Context: an optimization exercise on an open-source flow, tuned for small area. The choices shown serve that exercise and are no tape-out recipe.
Only simulation tests tie the RTL to the original design; equivalence was not proved.
Power figures rest on the tool's default switching activity, not on a simulated workload.

== run E ==
Design veml6035_ctrl, start of the top module:
module veml6035_ctrl (
  input         clk,
  input         rst,
  input         cmd_valid,
  input  [63:0] cmd_word,
  output        cmd_ready,
  output [2:0]  status,
  output [63:0] result,
  output [15:0] err,
  output [1:0]  state,
  output        tx_req,
  output [1:0]  tx_op,
  output [6:0]  tx_addr,
  output [1:0]  tx_len,
  output [23:0] tx_wdata,
  output        tx_stop,
  input         tx_ack,
  input  [7:0]  tx_rdata,
  input         tx_fail
);
For scale: ~1,200 cells after synthesis, ~210 flip-flops, ~200 I/O pins.
clock: 35.0 ns
lec_check: 0
cap_margin: 0
core_margin: 2
core_utilization: 70
place_density: 0.85
slew_margin: 0
standard.sh (not shown) runs the stock make flow with config.mk's settings and CLKGATE_MAP_FILE= SYNTH_SCRIPT=/design/flow/synth_recipe.tcl, a recipe that flattens the netlist after the stock synthesis.
==> flow/flow/run.sh <==
#!/bin/bash
set -euo pipefail
export BUFFER_PORTS_ARGS="-buffer_cell sky130_fd_sc_hd__buf_1"
export CTS_ARGS="-sink_clustering_enable -repair_clock_nets -dont_use_dummy_load -buf_list sky130_fd_sc_hd__clkbuf_8 -sink_clustering_size 18 -sink_clustering_max_diameter 120"
bash standard.sh > layout.log 2>&1
Run E was carried through to the last stage, and its layout satisfied the timing, DRC and antenna checks.
[inputs] run Y vs run E
==> flow/flow/run.sh <==
#!/bin/bash
set -euo pipefail
export BUFFER_PORTS_ARGS="-buffer_cell sky130_fd_sc_hd__buf_1"
export CTS_ARGS="-sink_clustering_enable -repair_clock_nets -dont_use_dummy_load -buf_list sky130_fd_sc_hd__clkbuf_8 -sink_clustering_size 16 -sink_clustering_max_diameter 120"
bash standard.sh > layout.log 2>&1
diff --git a/flow/config.mk b/flow/config.mk
--- a/flow/config.mk
+++ b/flow/config.mk
@@ -10,2 +10,2 @@
-export CORE_UTILIZATION = 70
-export PLACE_DENSITY = 0.85
+export CORE_UTILIZATION = 65
+export PLACE_DENSITY = 0.8
Results
Sort run E and run Y by longest individual stage delay on the worst path asc -> top: run E. Placement row count in run Y is 2 higher than in run E. Sequential share of layout area across run E and run Y: no real change. Between run Y and run E, it is run Y whose routed via count is lower, by 209. Critical path depth: run Y vs run E identical.

* * *

Another version of the RTL of veml6035_ctrl (not shown whole).
Size in the first run: about 1200 cells after synthesis, roughly 210 flip-flops, roughly 11000 um^2 of cells after synthesis.
Design veml6035_ctrl, start of the top module:
module veml6035_ctrl (
  input         clk,
  input         rst,
  input         cmd_valid,
  input  [63:0] cmd_word,
  output        cmd_ready,
  output [2:0]  status,
  output [63:0] result,
  output [15:0] err,
  output [1:0]  state,
  output        tx_req,
  output [1:0]  tx_op,
  output [6:0]  tx_addr,
  output [1:0]  tx_len,
  output [23:0] tx_wdata,
  output        tx_stop,
  input         tx_ack,
  input  [7:0]  tx_rdata,
  input         tx_fail
);
  localparam ST_OK = 3'd0, ST_BUS = 3'd1, ST_IDM = 3'd2, ST_INV = 3'd3, ST_ILL = 3'd4,
             ST_NONE = 3'd7;
  localparam S_UNINIT = 2'd0, S_PROBING = 2'd1, S_CONFIGURED = 2'd2, S_FAILED = 2'd3;
  localparam [31:0] LENS_ONE = 32'h0001_0000;
  localparam PC_S0 = 5'd0,  PC_S1 = 5'd1,  PC_RW = 5'd2,  PC_WW = 5'd3,
             PC_ALS = 5'd4, PC_FLG = 5'd5, PC_FREL = 5'd7,
             PC_A0 = 5'd8,  PC_FIN = 5'd15, PC_B0 = 5'd16, PC_FFLG = 5'd23,
             PC_L0 = 5'd24, PC_L1 = 5'd25, PC_R0 = 5'd26, PC_R1 = 5'd27,
             PC_FLENS = 5'd31;
  localparam E_IDLE = 3'd0, E_PRE = 3'd1, E_LUX = 3'd2, E_ADDW = 3'd3,
             E_ARITH = 3'd4, E_CLAMP = 3'd5, E_ROT = 3'd6;
  reg        running;
  reg [2:0]  status_r;      
  reg [58:0] rr;
  reg [7:0]  err_reg;
  reg [2:0]  err_step;
  reg [2:0]  err_cause;
  reg [1:0]  state_r;
  reg [31:0] lens;
  reg [23:0] W;
  reg [1:0]  top;
  reg [1:0]  polls;         
  reg [4:0]  pc;
  wire       treq;
  reg [57:0] P;
  reg [2:0]  eop;
  reg [5:0]  cnt;
  assign cmd_ready = !running;
  assign status    = running ? 3'd6 : status_r;
  assign result    = {{5{rr[58]}}, rr};    
  assign err       = {err_reg, 1'b0, err_step, 1'b0, err_cause};
  assign state     = state_r;
  assign tx_req    = treq;           
  assign tx_op     = top;
  assign tx_addr   = 7'h29;
  assign tx_len    = {(top != 2'd0) | wrp, top == 2'd0};
  assign tx_wdata  = {wr_p ? (P[15:0] | wconst) : W[23:8], keep_reg ? W[7:0] : sreg};
  assign tx_stop   = wrp;
  wire [3:0]  d_op   = cmd_word[3:0];
  wire [15:0] d_data = cmd_word[31:16];
  wire [31:0] d_arg  = cmd_word[63:32];
  wire z_reg  = (cmd_word[15:8] == 8'd0);
  wire z_data = (d_data == 16'd0);
  ...
Settings: LEC_CHECK=0, CAP_MARGIN=0, CORE_MARGIN=2, CORE_UTILIZATION=50, PLACE_DENSITY=0.7, SLEW_MARGIN=0; clock period 35.0 ns.
==> flow/flow/run.sh <==
#!/bin/bash
set -euo pipefail
export BUFFER_PORTS_ARGS="-buffer_cell sky130_fd_sc_hd__buf_1"
export CTS_ARGS="-sink_clustering_enable -repair_clock_nets -dont_use_dummy_load -buf_list sky130_fd_sc_hd__clkbuf_8 -sink_clustering_size 12 -sink_clustering_max_diameter 100"
bash standard.sh > layout.log 2>&1
The first run completed without violations.
Edit:
==> flow/flow/run.sh (replaced) <==
#!/bin/bash
set -euo pipefail
export BUFFER_PORTS_ARGS="-buffer_cell sky130_fd_sc_hd__buf_1"
export CTS_ARGS="-sink_clustering_enable -repair_clock_nets -dont_use_dummy_load -buf_list sky130_fd_sc_hd__clkbuf_8 -sink_clustering_size 18 -sink_clustering_max_diameter 120"
bash standard.sh > layout.log 2>&1
- CORE_UTILIZATION: 50 -> 65
- PLACE_DENSITY: 0.7 -> 0.8
Result: Wire length drops by 2.8%; sequential share of layout area grows by 0.51 points; via count rose by 1.7%; register-to-register slack is worse by 0.16 ns; synthesized cell count is unchanged; cell count fell by 3.9%; first-iteration DRC count rose by 25%; setup slack got worse by 0.16 ns; final area is lower by 1.2%; power falls by 3.9%; die area shrinks by 23%.
Edit:
==> flow/flow/run.sh (replaced) <==
#!/bin/bash
set -euo pipefail
export BUFFER_PORTS_ARGS="-buffer_cell sky130_fd_sc_hd__buf_1"
export CTS_ARGS="-sink_clustering_enable -repair_clock_nets -dont_use_dummy_load -buf_list sky130_fd_sc_hd__clkbuf_8 -sink_clustering_size 16 -sink_clustering_max_diameter 120"
bash standard.sh > layout.log 2>&1
- CORE_UTILIZATION: 65 -> 50
- PLACE_DENSITY: 0.8 -> 0.7
Outcome: Sequential share of layout area came out lower by 0.32 points; combinational power hardly moves; register-to-register slack gets better by 0.16 ns; clock skew rose by 0.015 ns; wire length rose by a few percent; synthesized area stays the same; via count decreases by a few percent.
Edit:
- CORE_UTILIZATION: 50 -> 65
- PLACE_DENSITY: 0.7 -> 0.8
=>
- area after synthesis is unchanged
- total power hardly moves
- global-route usage grows by 6.6 points
- final cell count shrinks by about 3.5%
- design area shrinks by about 0.54%
- sequential share of layout area grows by 0.23 points
- routed wire length shrinks by 3.3%
- die area shrinks by 23%
- sequential power stays flat

==> re-timing with driven ports <==
The flow's constraints put no driver on any port. The routed layouts listed below were extracted and timed again, unchanged, in two steps. Step 1 sets driving cells, clkbuf_16 on the clock port and buf_2 on the other inputs (assumed; they add their load-dependent delay and slew). Step 2 adds t to the input delays and takes it off the output delays; t is the mean of the earliest and latest rising clock arrival at the registers after step 1. Input paths then give back, and output paths get back, about the clock's delay inside the block. a / b / c = no drivers / after step 1 / after step 2; a / b = the first two.
run	t (ns)	setup slack, ns	clock arrival spread, ns	worst slew at a driven data input, ns
run E	0.530	19.543 / 19.543 / 19.543	0.032 / 0.031	0.03
run Y	0.525	19.433 / 19.433 / 19.433	0.081 / 0.081	0.04
the first run of note 2	0.545	19.325 / 19.325 / 19.325	0.035 / 0.035	0.04
the second run of note 2	0.544	19.161 / 19.161 / 19.161	0.052 / 0.051	0.04
the third run of note 2	0.544	19.318 / 19.318 / 19.318	0.067 / 0.067	0.04
the fourth run of note 2	0.536	19.221 / 19.221 / 19.221	0.060 / 0.060	0.03
After both steps every run listed still meets setup and hold.
